Context: an optimization exercise on an open-source flow, tuned for small area, a short achievable clock period and few clock cycles. The choices shown serve that exercise and are no tape-out recipe.
Function was checked by simulation only, so behaviour that the tests miss may differ from the original.

==> run R: inputs <==
// sfc
module sfc (
    input  wire        clk,
    input  wire        rst,
    input  wire        h_valid,
    input  wire        h_write,
    input  wire [11:0] h_addr,
    input  wire [1:0]  h_size,      
    input  wire [31:0] h_wdata,
    output reg         h_ready,
    output reg  [31:0] h_rdata,
    output reg         h_err,
    output reg         tx_valid,
    output reg  [7:0]  tx_data,
    input  wire        tx_ready,
    input  wire        tx_err,
    input  wire [7:0]  tx_code,
    output wire        cs,
    output wire        disp
);
Settings: LEC_CHECK=0, CAP_MARGIN=20, CELL_PAD_IN_SITES_DETAIL_PLACEMENT=1, CELL_PAD_IN_SITES_GLOBAL_PLACEMENT=2, CORE_MARGIN=2, CORE_UTILIZATION=50, CTS_CLUSTER_DIAMETER=100, CTS_CLUSTER_SIZE=24, GPL_ROUTABILITY_DRIVEN=1, PLACE_DENSITY=0.65, SLEW_MARGIN=20; clock period 15.0 ns.
standard.sh (not shown) runs the stock make flow with config.mk's settings and CLKGATE_MAP_FILE= SYNTH_SCRIPT=/design/flow/synth_recipe.tcl, a recipe that flattens the netlist after the stock synthesis.
==> flow/flow/run.sh <==
#!/bin/bash
set -euo pipefail
bash standard.sh SETUP_SLACK_MARGIN=10.7 finish > run_standard.log 2>&1
==> run E (differences from run R) <==
--- a/flow/design.v
+++ b/flow/design.v
@@ -24,17 +24,15 @@
             for (i = 0; i < 8; i = i + 1) rev8[i] = b[7-i];
         end
     endfunction
     localparam A_CMD = 12'h000, A_STATUS = 12'h004, A_ERRINFO = 12'h008,
                A_CTRL = 12'h00C, A_GRID_LO = 12'h010, A_GRID_HI = 12'h014,
                A_SIMSTAT = 12'h018, A_TICKCNT = 12'h01C, A_OAM_COUNT = 12'h020;
-    wire       i_ok     = (h_size == 2'd2) && (h_addr[1:0] == 2'b00);
-    wire       i_oam    = (h_addr[11:10] == 2'b00) &&
-                          ((h_addr[9:8] == 2'b01) || (h_addr[9:7] == 3'b100));   
-    wire       i_low    = (h_addr[11:6] == 6'd0) && (h_addr[5:0] <= 6'h20);    
-    wire       i_bad    = !i_ok || !(i_low || i_oam);
+    wire       i_oam    = (h_addr >= 12'h100) && (h_addr <= 12'h27F);
+    wire       i_bad    = (h_size != 2'd2) || (h_addr[1:0] != 2'b00) ||
+                          !((h_addr <= A_OAM_COUNT) || i_oam);
     wire       i_word   = h_addr[2];
     wire       s_cmd     = (h_addr == A_CMD);
     wire       s_status  = (h_addr == A_STATUS);
     wire       s_errinfo = (h_addr == A_ERRINFO);
     wire       s_ctrl    = (h_addr == A_CTRL);
     wire       s_glo     = (h_addr == A_GRID_LO);
@@ -74,16 +72,12 @@
     reg [5:0]  ph;
     wire [OW-1:0] ea = ring[0*OW +: OW];
     wire [OW-1:0] eb = ring[24*OW +: OW];
     reg  [5:0] ph_b;         
     reg  [5:0] ph_ah;        
     reg  [5:0] ph_bh;        
-    wire [5:0] ph_n    = (ph    == 6'd47) ? 6'd0 : ph + 6'd1;
-    wire [5:0] ph_b_n  = (ph_b  == 6'd47) ? 6'd0 : ph_b + 6'd1;
-    wire [5:0] ph_ah_n = (ph_ah == 6'd47) ? 6'd0 : ph_ah + 6'd1;
-    wire [5:0] ph_bh_n = (ph_bh == 6'd47) ? 6'd0 : ph_bh + 6'd1;
     reg        wa_lo, wa_hi, wb_lo, wb_hi;    
     reg [OW-1:0] wd;                          
     always @(posedge clk) begin
         ring <= {ring[0 +: OW], ring[OW +: 47*OW]};
         if (wa_lo) ring[47*OW +: 32]      <= wd[31:0];
         if (wb_lo) ring[23*OW +: 32]      <= wd[31:0];
@@ -94,71 +88,71 @@
         if (rst) begin
             ph   <= 6'd0;
             ph_b  <= 6'd24;
             ph_ah <= 6'd46;
             ph_bh <= 6'd22;
         end else begin
-            ph    <= ph_n;
-            ph_b  <= ph_b_n;
-            ph_ah <= ph_ah_n;
-            ph_bh <= ph_bh_n;
+            ph    <= (ph    == 6'd47) ? 6'd0 : ph + 6'd1;
+            ph_b  <= (ph_b  == 6'd47) ? 6'd0 : ph_b + 6'd1;
+            ph_ah <= (ph_ah == 6'd47) ? 6'd0 : ph_ah + 6'd1;
+            ph_bh <= (ph_bh == 6'd47) ? 6'd0 : ph_bh + 6'd1;
         end
     end
+    reg [4:0] clr_left;
     reg       clearing;
     always @(posedge clk) begin
-        if (rst)                            clearing <= 1'b1;
-        else if (clearing && ph == 6'd23)   clearing <= 1'b0;
+        if (rst) begin
+            clr_left <= 5'd23;
+            clearing <= 1'b1;
+        end else if (clearing) begin
+            clr_left <= clr_left - 5'd1;
+            if (clr_left == 5'd0) clearing <= 1'b0;
+        end
     end
     reg  st_cmd;             
     reg  st_t1;              
     reg  st_t2;              
     reg  st_p2;              
-    reg  st_p3;              
-    reg  same_r;
     reg  st_per;             
     reg  [3:0] op_r;
     reg  btn_r;
     reg  slide_pend;
-    reg  wq_a, wq_b, wq_ah, wq_bh;             
-    reg  wp_cnt, wp_st, wp_ctrl, wp_berr;      
-    wire st_any = st_t1 || st_t2 || st_p2 || st_p3;
+    wire st_any = st_t1 || st_t2 || st_p2;
     wire act = h_valid && !h_ready && !st_any;
     reg  mat;                                  
     wire obusy = mat || clearing;
     wire [3:0] i_op   = h_wdata[3:0];
     wire wr_cmd   = h_write && s_cmd;
     wire wr_cnt   = h_write && s_cnt;
     wire wr_oam   = h_write && i_oam;
     wire guarded  = wr_cmd || wr_cnt || wr_oam;
-    wire at_a     = (h_addr[8:3] == p32(ph));          
-    wire nx_a     = (h_addr[8:3] == p32(ph_n));        
-    wire nx_b     = (h_addr[8:3] == p32(ph_b_n));
-    wire nx_ah    = (h_addr[8:3] == p32(ph_ah_n));
-    wire nx_bh    = (h_addr[8:3] == p32(ph_bh_n));
+    wire at_a     = (h_addr[8:3] == p32(ph));
+    wire at_b     = (h_addr[8:3] == p32(ph_b));
+    wire at_ah    = (h_addr[8:3] == p32(ph_ah));
+    wire at_bh    = (h_addr[8:3] == p32(ph_bh));
+    wire at_w     = i_word ? (at_ah || at_bh) : (at_a || at_b);
     wire op_multi = (i_op == 4'h2) || (i_op == 4'h6) || (i_op == 4'h7);
-    wire w_ok     = act && h_write && i_ok;            
-    wire free     = !busy && !obusy;
-    wire g_cmd    = w_ok && s_cmd;
-    wire g_cnt    = w_ok && s_cnt;
-    wire g_oam    = w_ok && i_oam;
-    wire busy_wr  = (g_cmd || g_cnt || g_oam) && busy;
-    wire cmd_go   = g_cmd && free && !op_multi;        
-    wire multi_go = g_cmd && free && op_multi;
-    wire q_cnt    = g_cnt && free;
-    wire q_oam    = g_oam && free;
-    wire q_a      = q_oam && !i_word && nx_a;
-    wire q_b      = q_oam && !i_word && nx_b;
-    wire q_ah     = q_oam && i_word && nx_ah;
-    wire q_bh     = q_oam && i_word && nx_bh;
-    wire do_cnt   = wp_cnt;
-    wire do_oamw  = wq_a || wq_b || wq_ah || wq_bh;
-    wire rd_done  = act && !h_write && i_ok &&
-                    ((i_low && !s_cnt) || (!obusy && (s_cnt || (i_oam && at_a))));
-    wire w_plain  = w_ok && i_low && !s_cmd && !s_cnt;  
-    wire acc      = (act && i_bad) || rd_done || w_plain || busy_wr ||
-                    cmd_go || q_cnt || q_a || q_b || q_ah || q_bh;
+    reg  fin;
+    always @* begin
+        fin = 1'b1;
+        if (i_bad) fin = 1'b1;
+        else if (!h_write) begin
+            if (i_oam)       fin = !obusy && at_a;
+            else if (s_cnt)  fin = !obusy;
+        end else if (guarded && busy) fin = 1'b1;
+        else if (guarded && obusy) fin = 1'b0;
+        else if (wr_oam) fin = at_w;
+        else if (wr_cmd && op_multi) fin = 1'b0;
+    end
+    wire acc      = act && fin;
+    wire good_w   = acc && !i_bad && h_write;
+    wire busy_wr  = good_w && guarded && busy;
+    wire cmd_go   = good_w && wr_cmd && !busy;          
+    wire multi_go = act && !i_bad && wr_cmd && !busy && !obusy && op_multi;
+    wire do_cnt   = good_w && wr_cnt && !busy;
+    wire do_oamw  = good_w && wr_oam && !busy;
     wire cmd_resv  = st_cmd && op_r[3];
     wire do_press  = st_cmd && (op_r == 4'h1);
     wire do_init   = st_cmd && (op_r == 4'h3);
     wire do_build  = st_cmd && (op_r == 4'h4);
     wire do_comp   = st_cmd && (op_r == 4'h5);
     wire do_tick   = st_t1;
@@ -360,13 +354,13 @@
     end
     wire [OW-1:0] bobj = {8'd0, 8'd24, 5'd3, 8'd0, nx_obj[8:4], 3'd0, 9'd0, nx_obj[3:0], 3'd0};
     wire mat_start;
     wire mat_align = (ph == 6'd0) || (ph == 6'd24);
     wire mat_wr    = mat && nx_v && (mat_run || mat_align);
     wire mat_wpb   = mat_run ? mat_pb : (ph == 6'd24);
-    wire mat_last  = mat && !mat_gen && !nx_v && !hd_v[0];
+    wire mat_last  = mat && !mat_gen && !nx_v && (hd_v[0] == 1'b0);
     always @(posedge clk) begin
         if (rst) begin
             mat     <= 1'b0;
             mat_gen <= 1'b0;
             mat_run <= 1'b0;
             mat_pb  <= 1'b0;
@@ -422,19 +416,19 @@
         end else if (mat) begin
             wd = bobj;
             wa_lo = mat_wr && !mat_wpb;
             wb_lo = mat_wr && mat_wpb;
             wa_hi = hd_v[1] && !hd_pb[1];
             wb_hi = hd_v[1] && hd_pb[1];
-        end else begin
-            wa_lo = wq_a;  wb_lo = wq_b;
-            wa_hi = wq_ah; wb_hi = wq_bh;
+        end else if (do_oamw) begin
+            if (i_word) begin wa_hi = at_ah; wb_hi = !at_ah; end
+            else        begin wa_lo = at_a;  wb_lo = !at_a;  end
         end
     end
-    wire p2_redraw = st_p3 && !same_r;
-    wire p2_same   = st_p3 && same_r;
+    wire p2_redraw = st_p2 && !same;
+    wire p2_same   = st_p2 && same;
     assign mat_start = do_build || p2_redraw || (p2_same && !oam_ok);
     wire start_snap = p2_redraw;
     wire start_gen  = do_comp;
     wire [31:0] status_word  = {26'd0, drawn, prev_valid, busy, cerr, terr, busy};
     wire [31:0] errinfo_word = {ei_tcode, 3'd0, ei_byte, ei_row, 4'd0, 2'd0, ei_cause};
     wire [31:0] simstat_word = {13'd0, btn_prev, finished, rising, 1'b0, y,
@@ -463,40 +457,21 @@
             h_ready <= 1'b0;
             h_err   <= 1'b0;
             st_cmd  <= 1'b0;
             st_t1   <= 1'b0;
             st_t2   <= 1'b0;
             st_p2   <= 1'b0;
-            st_p3   <= 1'b0;
-            wq_a    <= 1'b0;
-            wq_b    <= 1'b0;
-            wq_ah   <= 1'b0;
-            wq_bh   <= 1'b0;
-            wp_cnt  <= 1'b0;
-            wp_st   <= 1'b0;
-            wp_ctrl <= 1'b0;
-            wp_berr <= 1'b0;
             st_per  <= 1'b0;
         end else begin
-            h_ready <= acc || (st_t2 && !st_per) || st_p3;
-            h_err   <= act && i_bad;
-            wq_a    <= q_a;
-            wq_b    <= q_b;
-            wq_ah   <= q_ah;
-            wq_bh   <= q_bh;
-            wp_cnt  <= q_cnt;
-            wp_st   <= w_plain && s_status;
-            wp_ctrl <= w_plain && s_ctrl;
-            wp_berr <= busy_wr;
+            h_ready <= acc || (st_t2 && !st_per) || st_p2;
+            h_err   <= acc && i_bad;
             st_cmd  <= cmd_go;
             st_t1   <= multi_go && (i_op != 4'h6);
             if (multi_go) st_per <= (i_op == 4'h7);
             st_t2   <= st_t1;
             st_p2   <= (multi_go && (i_op == 4'h6)) || (st_t2 && st_per);
-            st_p3   <= st_p2;
-            same_r  <= same;
         end
     end
     always @(posedge clk) begin
         if (rst) begin
             oam_count  <= 6'd0;
             prev_valid <= 1'b0;
@@ -753,20 +728,20 @@
             ei_cause <= 2'd0;
             ei_row   <= 8'd0;
             ei_byte  <= 5'd0;
             ei_tcode <= 8'd0;
             disp_en  <= 1'b0;
         end else begin
-            if (wp_st) begin
+            if (good_w && s_status) begin
                 if (h_wdata[1]) terr <= 1'b0;
                 if (h_wdata[2]) cerr <= 1'b0;
             end
-            if (wp_ctrl) disp_en <= h_wdata[0];
-            if (wp_berr || cmd_resv) begin
+            if (good_w && s_ctrl) disp_en <= h_wdata[0];
+            if (busy_wr || cmd_resv) begin
                 cerr     <= 1'b1;
-                ei_cause <= wp_berr ? 2'd2 : 2'd3;
+                ei_cause <= busy_wr ? 2'd2 : 2'd3;
                 ei_row   <= 8'd0;
                 ei_byte  <= 5'd0;
                 ei_tcode <= 8'd0;
             end
             if (busy && abort) begin
                 terr     <= 1'b1;
==> flow/flow/run.sh (replaced) <==
#!/bin/bash
set -euo pipefail
bash standard.sh SETUP_SLACK_MARGIN=10.5 finish > run_standard.log 2>&1
--- a/flow/config.mk
+++ b/flow/config.mk
@@ -8,10 +8,10 @@
 export CAP_MARGIN = 20
 export CELL_PAD_IN_SITES_DETAIL_PLACEMENT = 1
 export CELL_PAD_IN_SITES_GLOBAL_PLACEMENT = 2
 export CORE_MARGIN = 2
 export CORE_UTILIZATION = 50
 export CTS_CLUSTER_DIAMETER = 100
-export CTS_CLUSTER_SIZE = 24
+export CTS_CLUSTER_SIZE = 30
 export GPL_ROUTABILITY_DRIVEN = 1
 export PLACE_DENSITY = 0.65
 export SLEW_MARGIN = 20
==> run Y (differences from run R) <==
--- a/flow/design.v
+++ b/flow/design.v
@@ -117,22 +117,23 @@
     reg  st_per;             
     reg  [3:0] op_r;
     reg  btn_r;
     reg  slide_pend;
     reg  wq_a, wq_b, wq_ah, wq_bh;             
     reg  wp_cnt, wp_st, wp_ctrl, wp_berr;      
+    reg  rq_oam, rq_w;                         
+    reg  [5:0] rq_k;                           
     wire st_any = st_t1 || st_t2 || st_p2 || st_p3;
-    wire act = h_valid && !h_ready && !st_any;
+    wire act = h_valid && !h_ready && !st_any && !rq_oam;
     reg  mat;                                  
     wire obusy = mat || clearing;
     wire [3:0] i_op   = h_wdata[3:0];
     wire wr_cmd   = h_write && s_cmd;
     wire wr_cnt   = h_write && s_cnt;
     wire wr_oam   = h_write && i_oam;
     wire guarded  = wr_cmd || wr_cnt || wr_oam;
-    wire at_a     = (h_addr[8:3] == p32(ph));          
     wire nx_a     = (h_addr[8:3] == p32(ph_n));        
     wire nx_b     = (h_addr[8:3] == p32(ph_b_n));
     wire nx_ah    = (h_addr[8:3] == p32(ph_ah_n));
     wire nx_bh    = (h_addr[8:3] == p32(ph_bh_n));
     wire op_multi = (i_op == 4'h2) || (i_op == 4'h6) || (i_op == 4'h7);
     wire w_ok     = act && h_write && i_ok;            
@@ -149,13 +150,15 @@
     wire q_b      = q_oam && !i_word && nx_b;
     wire q_ah     = q_oam && i_word && nx_ah;
     wire q_bh     = q_oam && i_word && nx_bh;
     wire do_cnt   = wp_cnt;
     wire do_oamw  = wq_a || wq_b || wq_ah || wq_bh;
     wire rd_done  = act && !h_write && i_ok &&
-                    ((i_low && !s_cnt) || (!obusy && (s_cnt || (i_oam && at_a))));
+                    ((i_low && !s_cnt) || (!obusy && s_cnt));
+    wire rq_go    = act && !h_write && i_ok && i_oam;
+    wire rq_fin   = rq_oam && !obusy && (rq_k == p32(ph));
     wire w_plain  = w_ok && i_low && !s_cmd && !s_cnt;  
     wire acc      = (act && i_bad) || rd_done || w_plain || busy_wr ||
                     cmd_go || q_cnt || q_a || q_b || q_ah || q_bh;
     wire cmd_resv  = st_cmd && op_r[3];
     wire do_press  = st_cmd && (op_r == 4'h1);
     wire do_init   = st_cmd && (op_r == 4'h3);
@@ -176,16 +179,22 @@
             3'd4: t_below = grid[18 +: 6];
             3'd5: t_below = grid[24 +: 6];
             3'd6: t_below = grid[30 +: 6];
             default: t_below = grid[36 +: 6];
         endcase
     end
-    wire [5:0] t_att  = seg & t_below;
     wire [5:0] t_lose = seg & ~t_below;
     wire [2:0] t_nl   = t_lose[0] + t_lose[1] + t_lose[2] + t_lose[3] + t_lose[4] + t_lose[5];
-    wire [1:0] t_len  = len - t_nl[1:0];
+    reg  [5:0] below_r;
+    reg  [1:0] nl_r;
+    always @(posedge clk) begin
+        below_r <= t_below;
+        nl_r    <= t_nl[1:0];
+    end
+    wire [5:0] t_att  = seg & below_r;
+    wire [1:0] t_len  = len - nl_r;
     wire       t_fin  = (t_len == 2'd0) || (y == 3'd6);
     wire [5:0] t_full = (t_len == 2'd3) ? 6'b000111 :
                         (t_len == 2'd2) ? 6'b000011 :
                         (t_len == 2'd1) ? 6'b000001 : 6'b000000;
     always @(posedge clk) begin
         if (rst) begin
@@ -436,26 +445,29 @@
     wire start_snap = p2_redraw;
     wire start_gen  = do_comp;
     wire [31:0] status_word  = {26'd0, drawn, prev_valid, busy, cerr, terr, busy};
     wire [31:0] errinfo_word = {ei_tcode, 3'd0, ei_byte, ei_row, 4'd0, 2'd0, ei_cause};
     wire [31:0] simstat_word = {13'd0, btn_prev, finished, rising, 1'b0, y,
                                 2'd0, len, 2'd0, seg};
-    wire [31:0] oam_word     = i_word ? {8'd0, ea[52:45], ea[44:37], ea[36:32], 3'b000}
-                                      : ea[31:0];
+    wire [31:0] oam_word     = rq_w ? {8'd0, ea[52:45], ea[44:37], ea[36:32], 3'b000}
+                                    : ea[31:0];
     wire [31:0] rd_word =
-        ({32{i_oam}}     & oam_word) |
         ({32{s_status}}  & status_word) |
         ({32{s_errinfo}} & errinfo_word) |
         ({32{s_ctrl}}    & {31'd0, disp_en}) |
         ({32{s_glo}}     & grid[31:0]) |
         ({32{s_ghi}}     & {22'd0, grid[41:32]}) |
         ({32{s_simstat}} & simstat_word) |
         ({32{s_tick}}    & tickcnt) |
         ({32{s_cnt}}     & {26'd0, oam_count});
     always @(posedge clk) begin
-        h_rdata <= rd_word;
+        h_rdata <= rq_oam ? oam_word : rd_word;
+        if (rq_go) begin
+            rq_k <= h_addr[8:3];
+            rq_w <= i_word;
+        end
         if (multi_go) begin
             op_r  <= i_op;
             btn_r <= h_wdata[8];
         end else if (cmd_go) begin
             op_r  <= i_op;
         end
@@ -473,14 +485,17 @@
             wq_bh   <= 1'b0;
             wp_cnt  <= 1'b0;
             wp_st   <= 1'b0;
             wp_ctrl <= 1'b0;
             wp_berr <= 1'b0;
             st_per  <= 1'b0;
+            rq_oam  <= 1'b0;
         end else begin
-            h_ready <= acc || (st_t2 && !st_per) || st_p3;
+            h_ready <= acc || rq_fin || (st_t2 && !st_per) || st_p3;
+            if (rq_go) rq_oam <= 1'b1;
+            else if (rq_fin) rq_oam <= 1'b0;
             h_err   <= act && i_bad;
             wq_a    <= q_a;
             wq_b    <= q_b;
             wq_ah   <= q_ah;
             wq_bh   <= q_bh;
             wp_cnt  <= q_cnt;
==> flow/flow/run.sh (replaced) <==
#!/bin/bash
set -euo pipefail
bash standard.sh SETUP_SLACK_MARGIN=10.7 "BUFFER_PORTS_ARGS=-buffer_cell sky130_fd_sc_hd__buf_4" finish > run_standard.log 2>&1
==> qor summary <==
| metric | run E | run Y | run R |
|---|---|---|---|
| Run status | no timing/DRC/antenna violations | no timing/DRC/antenna violations | no timing/DRC/antenna violations |
| Routed met2 length | 124,000 um | 116,000 um | 114,000 um |
| Clk Latency, worst-skew pair | 0.85 ns | 0.86 ns | 0.85 ns |
| Synthesis-to-finish area growth | 12.1% | 9.88% | 10.8% |
| Data required time at the worst endpoint | 15.73 ns | 12.00 ns | 12.00 ns |
| Element type at the critical path end | flop | output pin | output pin |
| Layout multi-input combinational cell count | 3,319 | 3,328 | 3,288 |
| Clk_buf instances | 146 | 181 | 178 |
| Number of clock buffers inserted by TritonCTS | 132 | 155 | 155 |
| Met1 usage in global routing | 0.375 | 0.353 | 0.349 |
| Fin Hold WS | 0.312 ns | 0.303 ns | 0.297 ns |
| Crit path buffers/inverters | 3 | 1 | 1 |
| Cell area after synthesis | 0.0912 mm2 | 0.0912 mm2 | 0.0905 mm2 |
| First-pass GRT wire length | 379,000 um | 363,000 um | 354,000 um |
| Total number of clock tree sinks | 3,229 | 3,250 | 3,234 |
| Total length of routed wires | 262,000 um | 246,000 um | 241,000 um |
| Post-synthesis xor/xnor area fraction | 0.0134 | 0.0129 | 0.0126 |
| Net count of the finished layout | 7,407 | 7,351 | 7,348 |
| Vias/cell | 5.54 | 5.50 | 5.48 |
| Clock network share of area | 0.0395 | 0.0437 | 0.0435 |
| Non-Clock Buffer Area Fraction | 0.0373 | 0.0206 | 0.0262 |
| Final HPWL DP | 167,000 um | 167,000 um | 160,000 um |
| Die ar. | 0.186 mm2 | 0.186 mm2 | 0.184 mm2 |
| Max-slew headroom at the worst pin | 0.0708 | 0.189 | 0.170 |
| Cells after Synth | 7,039 | 7,059 | 7,004 |
| Floorplan core area | 0.181 mm2 | 0.181 mm2 | 0.180 mm2 |
| Post-route standard cell area excluding fillers | 0.102 mm2 | 0.100 mm2 | 0.100 mm2 |
Testbench counts of run R, summed over its fixed seeds: cycles 359,655.
Testbench counts of run E, summed over its fixed seeds: cycles 359,409.
Testbench counts of run Y, summed over its fixed seeds: cycles 359,655.

==> static timing again, ports no longer ideal <==
No port has a modelled driver above. Below, the same layouts with a new extraction and two added sets of constraints.
Step 1: set_driving_cell puts a clkbuf_16 on clk and a buf_2 on each other input, an assumption about the parent block.
Step 2 moves the port delays by t, midway between the first and last clock arrival at a register: inputs arrive t later, outputs are due t later. That takes back most of the time a late clock gives input paths.
Three values: ideal ports, drivers, drivers and shift; two values: the first two.
| run | t (ns) | setup slack, ns | worst setup path at the end |
|---|---|---|---|
| run R | 0.909 | 10.613 / 10.532 / 9.705 | input to register |
| run E | 0.913 | 9.690 / 9.610 / 8.697 | input to register |
| run Y | 0.918 | 10.617 / 10.529 / 9.844 | input to register |
After both steps setup and hold are still met in every run listed. For run E, which loses most, drivers alone change the setup slack by -0.080 ns; drivers and shift together by -0.993 ns.
